This is an optimization exercise on Yosys and OpenROAD, whose aim is small area, a short achievable clock period and few clock cycles per item, not a production implementation.
The RTL was checked by simulation tests, not by an equivalence proof against the original design.

==> design/flow/design.v <==
module fp32_add (
    input  wire [31:0] a,
    input  wire [31:0] b,
    output reg  [31:0] y
);
    localparam [31:0] QNAN = 32'h7FC00000;
    wire       sa = a[31];
    wire       sb = b[31];
    wire [7:0] ea = a[30:23];
    wire [7:0] eb = b[30:23];
    wire       ha = (ea != 8'd0);
    wire       hb = (eb != 8'd0);
    wire [7:0] ea1 = {ea[7:1], ea[0] | ~ha};      
    wire [7:0] eb1 = {eb[7:1], eb[0] | ~hb};
    wire [23:0] ma = {ha, a[22:0]};
    wire [23:0] mb = {hb, b[22:0]};
    wire a_max = (ea == 8'hFF);
    wire b_max = (eb == 8'hFF);
    wire a_nan = a_max && (a[22:0] != 0);
    wire b_nan = b_max && (b[22:0] != 0);
    wire a_inf = a_max && (a[22:0] == 0);
    wire b_inf = b_max && (b[22:0] == 0);
    wire eff_sub = sa ^ sb;
    wire [8:0] dab = {1'b0, ea1} - {1'b0, eb1};
    wire [8:0] dba = {1'b0, eb1} - {1'b0, ea1};
    wire       a_ge = ~dab[8];                  
    wire [7:0] d   = a_ge ? dab[7:0] : dba[7:0];
    wire       d0  = (ea1 == eb1);
    wire       d1a = (dab[7:0] == 8'd1) & ~dab[8];
    wire       d1b = (dba[7:0] == 8'd1) & ~dba[8];
    wire        sx  = a_ge ? sa  : sb;
    wire [7:0]  ex  = a_ge ? ea1 : eb1;
    wire [23:0] mx  = a_ge ? ma  : mb;
    wire [23:0] my  = a_ge ? mb  : ma;
    reg  [26:0] yal;
    reg         stk;
    reg  [53:0] ysh;
    always @* begin
        ysh = {my, 3'b000, 27'd0} >> ((d > 8'd27) ? 5'd27 : d[4:0]);
        yal = ysh[53:27];
        stk = (ysh[26:0] != 27'd0) | ((d > 8'd27) & (my != 24'd0));
        yal[0] = yal[0] | stk;
    end
    wire [27:0] fs = eff_sub ? ({1'b0, mx, 3'b000} - {1'b0, yal})
                             : ({1'b0, mx, 3'b000} + {1'b0, yal});
    reg  [23:0] fm;
    reg         fg, fst;
    reg  [8:0]  fe;           
    always @* begin
        if (fs[27]) begin
            fm = fs[27:4]; fg = fs[3]; fst = |fs[2:0]; fe = {1'b0, ex};
        end else if (fs[26] | ~eff_sub) begin
            fm = fs[26:3]; fg = fs[2]; fst = |fs[1:0]; fe = {1'b0, ex} - 9'd1;
        end else begin
            fm = fs[25:2]; fg = fs[1]; fst = fs[0];    fe = {1'b0, ex} - 9'd2;
        end
    end
    wire        frnd = fg & (fst | fm[0]);
    wire [30:0] fr   = {fe[7:0], 23'd0} + {7'd0, fm} + {30'd0, frnd};
    wire        fovf = (fr[30:23] == 8'hFF) | fe[8];
    wire [31:0] far_y = fovf ? {sx, 8'hFF, 23'd0} : {sx, fr};
    wire [24:0] n0a, n0b;
    wire        n0neg;                              
    assign {n0neg, n0a} = {1'b0, ma, 1'b0} - {1'b0, mb, 1'b0};
    assign n0b = {mb, 1'b0} - {ma, 1'b0};
    wire [24:0] n1a = {ma, 1'b0} - {1'b0, mb};
    wire [24:0] n1b = {mb, 1'b0} - {1'b0, ma};
    wire        n_eq  = (ma == mb);
    reg  [24:0] nd;
    reg         ns;
    always @* begin
        if (d0) begin
            if (~n0neg) begin nd = n0a; ns = sa; end    
            else                 begin nd = n0b; ns = sb; end
        end else if (a_ge) begin
            nd = n1a; ns = sa;
        end else begin
            nd = n1b; ns = sb;
        end
    end
    wire [7:0]  lim   = ex - 8'd1;
    reg  [24:0] ndm;
    reg  [4:0]  nlz;
    integer     i;
    always @* begin
        ndm = nd;
        if (lim < 8'd25) ndm[24 - lim] = 1'b1;
        nlz = 5'd24;
        for (i = 0; i < 25; i = i + 1)
            if (ndm[i]) nlz = 24 - i;
    end
    wire [24:0] nn = nd << nlz;
    wire [30:0] nr = {(ex - 8'd1 - {3'd0, nlz}), 23'd0} + {7'd0, nn[24:1]};
    wire        near_zero = d0 & n_eq;
    wire [31:0] near_y = near_zero ? 32'd0 : {ns, nr};
    wire use_near = eff_sub & (d0 | ((d1a | d1b) & (nd[24:23] == 2'b00)));
    always @* begin
        if (a_nan || b_nan || (a_inf && b_inf && (sa != sb)))
            y = QNAN;
        else if (a_inf)
            y = a;
        else if (b_inf)
            y = b;
        else if (use_near)
            y = near_y;
        else
            y = far_y;
    end
endmodule
module fp32_div_int (
    input  wire        clk,
    input  wire        rst,
    input  wire        start,      
    input  wire [31:0] a,
    input  wire [4:0]  kp,         
    input  wire [2:0]  c,
    output reg         done,
    output reg  [31:0] y
);
    localparam [31:0] QNAN = 32'h7FC00000;
    localparam integer N0 = 6, N1 = 7, N2 = 7, N3 = 7;    
    function automatic [31:0] dsteps;     
        input [4:0]  r_in;
        input [26:0] w_in;
        input [4:0]  kk;
        input integer n;
        reg   [4:0]  r;
        reg   [26:0] w;
        reg   [5:0]  rs, t;
        integer      j;
        begin
            r = r_in; w = w_in;
            for (j = 0; j < n; j = j + 1) begin
                rs = {r, w[26]};
                t  = rs - {1'b0, kk};
                w  = {w[25:0], ~t[5]};
                r  = t[5] ? rs[4:0] : t[4:0];
            end
            dsteps = {r, w};
        end
    endfunction
    wire       a_zero = (a[30:0] == 31'd0);
    wire       a_max  = (a[30:23] == 8'hFF);
    wire [1:0] spec0  = a_max ? ((a[22:0] != 0) ? 2'd3 : 2'd2) : (a_zero ? 2'd1 : 2'd0);
    wire [23:0] m0    = {(a[30:23] != 8'd0), a[22:0]};
    wire [8:0] ec0    = {1'b0, a[30:23]} + {8'd0, (a[30:23] == 8'd0)} + {6'd0, c};
    wire [31:0] s0    = dsteps({1'b0, m0[23:20]}, {m0[19:0], 7'd0}, kp, N0);
    reg        v1, v2, v3;
    reg  [4:0] r1, r2, r3;
    reg [26:0] w1, w2, w3;
    reg  [4:0] k1, k2, k3;
    reg  [8:0] e1, e2, e3;
    reg        g1, g2, g3;
    reg  [1:0] p1, p2, p3;
    wire [31:0] s1 = dsteps(r1, w1, k1, N1);
    wire [31:0] s2 = dsteps(r2, w2, k2, N2);
    wire [31:0] s3 = dsteps(r3, w3, k3, N3);
    wire [26:0] q   = s3[26:0];
    wire        rnz = (s3[31:27] != 5'd0);
    wire        l26 = q[26];
    wire        normal = l26 ? (e3 >= 9'd5) : (e3 >= 9'd6);
    reg  [2:0]  sh;
    reg  [23:0] mant;
    reg         guard, stk;
    reg  [7:0]  em1;
    reg  [31:0] res;
    always @* begin
        if (normal) sh = l26 ? 3'd3 : 3'd2;
        else        sh = 3'd0 - e3[2:0];           
        mant  = q >> sh;
        guard = q[sh - 3'd1];
        stk   = ((q & ~(27'h7FFFFFF << (sh - 3'd1))) != 27'd0) | rnz;
        em1   = normal ? (e3[7:0] + (l26 ? 8'd26 : 8'd25) - 8'd31) : 8'd0;
        res   = {g3, ({em1, 23'd0} + {7'd0, mant} + {30'd0, guard & (stk | mant[0])})};
        case (p3)
            2'd1: res = {g3, 31'd0};
            2'd2: res = {g3, 8'hFF, 23'd0};
            2'd3: res = QNAN;
            default: ;
        endcase
    end
    always @(posedge clk) begin
        r1 <= s0[31:27]; w1 <= s0[26:0]; k1 <= kp; e1 <= ec0; g1 <= a[31]; p1 <= spec0;
        r2 <= s1[31:27]; w2 <= s1[26:0]; k2 <= k1; e2 <= e1;  g2 <= g1;   p2 <= p1;
        r3 <= s2[31:27]; w3 <= s2[26:0]; k3 <= k2; e3 <= e2;  g3 <= g2;   p3 <= p2;
        y  <= res;
        if (rst) begin
            v1 <= 1'b0; v2 <= 1'b0; v3 <= 1'b0; done <= 1'b0;
        end else begin
            v1 <= start; v2 <= v1; v3 <= v2; done <= v3;
        end
    end
endmodule
module boxblur_lane (
    input  wire        clk,
    input  wire        rst,         
    input  wire        start,       
    input  wire [4:0]  ksize,       
    input  wire        in_valid,
    input  wire [31:0] in_data,
    output wire        in_ready,
    output wire        out_valid,
    output wire [31:0] out_data
);
    localparam MAXK = 29;
    reg        rdy;
    reg  [4:0] k;               
    reg  [4:0] cnt;             
    reg        f_v;             
    reg [31:0] f_data;
    reg        f_sub, f_emit, f_first;
    assign in_ready = rdy;
    wire take = in_valid & rdy;
    wire sub_now = (cnt >= k);
    always @(posedge clk) begin
        f_data  <= in_data;
        f_sub   <= sub_now;
        f_emit  <= ({1'b0, cnt} + 6'd1 >= {1'b0, k});
        f_first <= (cnt == 5'd0);
        if (rst) begin
            rdy <= 1'b1;
            f_v <= 1'b0;
            cnt <= 5'd0;
        end else begin
            f_v <= take;
            rdy <= ~(take & sub_now);
            if (start & rdy) begin
                k   <= ksize;
                cnt <= 5'd0;
            end else if (take && cnt != 5'd31) begin
                cnt <= cnt + 5'd1;
            end
        end
    end
    reg [31:0] hist [0:MAXK-1];    
    reg [31:0] acc;                
    reg [31:0] opb;                
    reg        a_sub;              
    reg        a_emit;             
    reg        d_v;                
    reg  [4:0] kdp;                
    reg  [2:0] kdc;
    integer i;
    wire [31:0] x_old = hist[k - 5'd1];
    wire [31:0] sum;
    fp32_add u_add (.a(acc), .b(opb), .y(sum));
    always @(posedge clk) begin
        if (f_v) begin
            for (i = MAXK - 1; i > 0; i = i - 1)
                hist[i] <= hist[i - 1];
            hist[0] <= f_data;
        end
        acc <= (f_v & f_first) ? 32'd0 : sum;
        if (f_v & f_sub)
            opb <= {~x_old[31], x_old[30:0]};
        else if (f_v)
            opb <= f_data;
        else if (a_sub)
            opb <= hist[0];
        else
            opb <= 32'h80000000;
        if (f_v & f_first) begin
            if (k[4])      begin kdp <= k;               kdc <= 3'd0; end
            else if (k[3]) begin kdp <= {k[3:0], 1'b0};  kdc <= 3'd1; end
            else if (k[2]) begin kdp <= {k[2:0], 2'b00}; kdc <= 3'd2; end
            else if (k[1]) begin kdp <= {k[1:0], 3'b000}; kdc <= 3'd3; end
            else           begin kdp <= {k[0], 4'b0000}; kdc <= 3'd4; end
        end
        if (rst) begin
            a_sub  <= 1'b0;
            a_emit <= 1'b0;
            d_v    <= 1'b0;
        end else begin
            a_sub  <= f_v & f_sub;
            a_emit <= f_v ? (f_emit & ~f_sub) : a_sub;
            d_v    <= a_emit;
        end
    end
    fp32_div_int u_div (
        .clk(clk), .rst(rst), .start(d_v),
        .a(acc), .kp(kdp), .c(kdc), .done(out_valid), .y(out_data)
    );
endmodule
==> design/flow/run.sh <==
#!/bin/bash
# synth_recipe.tcl (not shown) runs the flow's synth.tcl, then flattens the netlist and writes it again
# the make line also repeats each setting of config.mk as NAME=value (left out here)
make -C /OpenROAD-flow-scripts/flow DESIGN_CONFIG=/design/flow/config.mk WORK_HOME=/design/flow/orfs CLKGATE_MAP_FILE= SYNTH_SCRIPT=/design/flow/synth_recipe.tcl finish
==> design/flow/config.mk <==
export PLATFORM = sky130hd
export DESIGN_NAME = boxblur_lane
export DESIGN_NICKNAME = boxblur_lane
export VERILOG_FILES = /design/flow/design.v
export SDC_FILE = /design/flow/constraint.sdc
export NUM_CORES = 4
export LEC_CHECK = 0
export CAP_MARGIN = 20
export CORE_MARGIN = 2
export CORE_UTILIZATION = 40
export PLACE_DENSITY = 0.6
export SLEW_MARGIN = 20
==> design/flow/constraint.sdc <==
create_clock -name core_clock -period 24.0 [get_ports {clk}]
set_input_delay 4.8000 -clock core_clock [delete_from_list [all_inputs] [get_ports {clk}]]
set_output_delay 4.8000 -clock core_clock [all_outputs]
set_load 0.01 [all_outputs]
==> impl_metrics.env <==
export IMPL_seq_area_frac_synth=0.5007
export IMPL_syn_area_per_cell_um2=10.73
export IMPL_min_path_type="flip-flop to flip-flop"
export IMPL_syn_area_um2=67280
export IMPL_synth_adder_area_share=0.07194
export IMPL_cts_buffers=132
export IMPL_overflow=0
export IMPL_tightest_slew_ps=1153
export IMPL_boundaryPins=75
export IMPL_ys_ff_latch=1212
export IMPL_synth_cell_types=130
export IMPL_cts_resized_gates=0
export IMPL_clkSinkCount=1212
export IMPL_period_share=0.6395
export IMPL_synthToLayoutAreaGrowth_pct=11.67
export IMPL_remaining_drc_errors=0
export IMPL_grt_usage=0.2590
export IMPL_cts_hold_buf=0
export IMPL_postLayoutSetupSlackWorst_ps=8653
export IMPL_cp_common_cell="a21o_1"
export IMPL_slew_headroom=0.2235
export IMPL_route_final_wire_length_um=231000
export IMPL_drt_iter0_drc=6890
export IMPL_cts_max_path_buffers=3
export IMPL_synth_compound_area_frac=0.2052
export IMPL_async_flop_share=0
export IMPL_cp_max_fo=11
export IMPL_required_ps=24720
export IMPL_numPlacedInstances=8356
export IMPL_die_area_um2=171500
export IMPL_setup_viol=0
export IMPL_synthMuxAreaShare=0.03190
export IMPL_final_cells=8603
export IMPL_drive_above_1_share=0.08852
export IMPL_tns_ps=0
export IMPL_dp_hpwl_um=157300
export IMPL_rsz0062_at_grt="false"
export IMPL_crit_path_max_incr_delay_ps=590
export IMPL_finalHoldViolCount=0
export IMPL_detail_route_antenna_nets=0
export IMPL_synth_xor_area_share=0.03290
export IMPL_dr_pass1_iters=6
export IMPL_synthSimpleGateAreaFrac=0.1223
export IMPL_yosysWarnings=4
export IMPL_synth_top_family_by_area="compound AO/OA/AOI/OAI gates"
export IMPL_grt_pass1_wl_um=337100
export IMPL_clkTransAtPathRegs_ps=60
export IMPL_skew_ps=38.03
export IMPL_start_util=0.4028
export IMPL_arrival_ps=16070
export IMPL_syn_inst=6270
export IMPL_core_area_um2=167000
export IMPL_status="finished clean"
export IMPL_cts_tree="yes"
export IMPL_rrSetupSlack_ps=8650
export IMPL_die_x_um=414.1
export IMPL_vias=53900
export IMPL_syn_nets=6678
export IMPL_fp_dieH_um=414.1
export IMPL_clock_latency_ps=820
export IMPL_setup_worst_path_start_class="flip-flop"
export IMPL_synth_ff_type="edfxtp_1"
export IMPL_cp_slowest_cell="o41ai_1"
export IMPL_cts_root_buf="clkbuf_16"
export IMPL_place_congestion=0.9848
export IMPL_grt_pass1_vias=50540
export IMPL_synth_edf_count=941
export IMPL_maxSlewViolCount=0
export IMPL_fmax_ghz=0.06516
export IMPL_cp_end_kind="flip-flop"
export IMPL_grt_max_degree=164
export IMPL_nNetsFinal=6694
export IMPL_routedWlPerCell_um=26.85
export IMPL_worstSetupPathType="flip-flop to flip-flop"
export IMPL_io_buffers=74
export IMPL_min_period_ps=15350
export IMPL_cts_setup_buffers=0
export IMPL_h_tree_depth=4
export IMPL_rows=150
export IMPL_dp_slack_ps=8709
export IMPL_vias_per_cell=6.266
export IMPL_maxCapViolations=0
export IMPL_antenna_found_initial=6
[cells in the mapped netlist, types with 40 or more instances]
master | number | share of area
nor2b_1 | 63 | 0.0059
nor3_1 | 184 | 0.014
o211ai_1 | 76 | 0.0085
nor4_1 | 44 | 0.0041
dfxtp_1 | 271 | 0.081
nand2_1 | 430 | 0.024
a21oi_1 | 377 | 0.028
xnor2_1 | 159 | 0.021
a22o_1 | 87 | 0.011
o21a_1 | 41 | 0.0046
clkbuf_1 | 214 | 0.012
nor2_1 | 425 | 0.024
nand2b_1 | 59 | 0.0055
o21ai_0 | 325 | 0.024
nand3_1 | 144 | 0.011
inv_1 | 284 | 0.016
or3_1 | 40 | 0.0037
mux2_2 | 78 | 0.013
edfxtp_1 | 941 | 0.42
xor2_1 | 90 | 0.012
a22oi_1 | 271 | 0.030
a21o_1 | 156 | 0.017
a211oi_1 | 42 | 0.0047
a221oi_1 | 130 | 0.017
mux2i_1 | 123 | 0.018
nand4_1 | 125 | 0.012
a31oi_1 | 46 | 0.0043
ha_1 | 334 | 0.062
[registers in the layout, summed over array words and instances (netlist names), 9 cells and up]
signal    flops
acc          32
u_div.e1      9
u_div.e3      9
opb          32
hist        928
f_data       32
u_div.e2      9
u_div.w2     20
u_div.y      32
u_div.w3     20
u_div.w1     20
[path summary, 6_finish.rpt]
kind / from / endpoint / cells past startpoint
min: u_div.w1[15] / u_div.w2[22] / 0
max: u_div.k3[1] / u_div.y[30] / 71
max reg2reg: u_div.k3[1] / u_div.y[30] / 71
min reg2reg: u_div.w1[15] / u_div.w2[22] / 0
[cells in the final DEF (no fill, tap or decap), types with 63 or more instances in the layout]
| cell | netlist | layout |
|---|---|---|
| buf_4 | 13 | 109 |
| clkbuf_16 | 0 | 136 |
| nand2_1 | 430 | 429 |
| xnor2_1 | 159 | 158 |
| a221oi_1 | 130 | 130 |
| nor2_1 | 425 | 400 |
| nor2b_1 | 63 | 63 |
| nor3_1 | 184 | 180 |
| a22oi_1 | 271 | 271 |
| dfxtp_1 | 271 | 269 |
| xor2_1 | 90 | 89 |
| mux2_2 | 78 | 78 |
| mux2i_1 | 123 | 123 |
| inv_1 | 284 | 284 |
| edfxtp_1 | 941 | 941 |
| a22o_1 | 87 | 87 |
| a21o_1 | 156 | 156 |
| ha_1 | 334 | 334 |
| nand4_1 | 125 | 125 |
| clkdlybuf4s50_1 | 0 | 74 |
| a21oi_1 | 377 | 377 |
| o211ai_1 | 76 | 76 |
| o21ai_0 | 325 | 324 |
| nand3_1 | 144 | 144 |
[cell families (layout without fill, tap and decap cells)]
logic type	Yosys count	count (layout)
multiplexers	204	204
buffers and inverters	592	716
XOR/XNOR	251	251
AND/OR/NAND/NOR	1688	1688
other	0	5
AO/OA/AOI/OAI	1956	1956
flip-flops	1212	1212
adder cells (fa/ha/maj)	367	367
[layer usage]
layer	vias up	wire length, um	global-route usage
li1	24070	-	-
met1	26450	98980	0.3662
met2	2910	101000	0.3927
met3	475	22610	0.05477
met4	2	8363	0.08897
met5	-	7	0
[area by class of cell]
cell class | instances | area, um2
fillers | 15580 | 91910
well taps | 2204 | 2758
clock buffers | 181 | 3722
inverters | 290 | 1089
clock inverters | 61 | 765.7
repair buffers | 184 | 1579
flip-flops and latches | 1212 | 33690
diodes | 5 | 12.51
multi-input cells | 4466 | 31510
[metrics by stage]
stage                     area, um2    util  hold WS [ps]
final                         75130  0.4498         318.9
after CTS                     75100  0.4496         318.1
after global placement        70600  0.4227         310.9
after detailed placement      70610  0.4227         312.1
after floorplan               67280       -         309.6
after global routing          75110  0.4497         321.6
[critical path, delay by kind of cell, from the launching register on]
kind | cells | cell delay (ps)
buffers and inverters | 5 | 620
XOR/XNOR | 1 | 170
AO/OA/AOI/OAI | 30 | 5740
flip-flops | 1 | 300
adder cells (fa/ha/maj) | 8 | 2520
AND/OR/NAND/NOR | 25 | 5180
multiplexers | 2 | 730
Testbench counts, summed over its fixed seeds: cycles 38,860, items 17,185.

## static timing again, ports no longer ideal
The flow's constraints put no driver on any port. The routed layout listed below was extracted and timed again, unchanged, in two steps.
Step 1 (the two cells are an assumption about what drives the block):
set clk [get_ports {clk}]
set_driving_cell -lib_cell sky130_fd_sc_hd__clkbuf_16 $clk
set_driving_cell -lib_cell sky130_fd_sc_hd__buf_2 [delete_from_list [all_inputs] $clk]
Step 2 adds t to the input delays and takes it off the output delays; t is the mean of the earliest and latest rising clock arrival at the registers after step 1. Input paths then give back, and output paths get back, about the clock's delay inside the block.
a / b / c = ideal ports / drivers / drivers and shift; a / b = the first two.
t, ns: 0.875
slack for setup (ns): 8.653 / 8.653 / 8.653
hold WS [ns]: 0.319 / 0.319 / 0.319
clock arrival spread, ns: 0.041 / 0.041
slew at the worst register clock pin (ns): 0.07 / 0.07
After both steps setup and hold are still met in this run. The setup slack of this run moves by 0.000 ns with the drivers and by 0.000 ns with both steps.
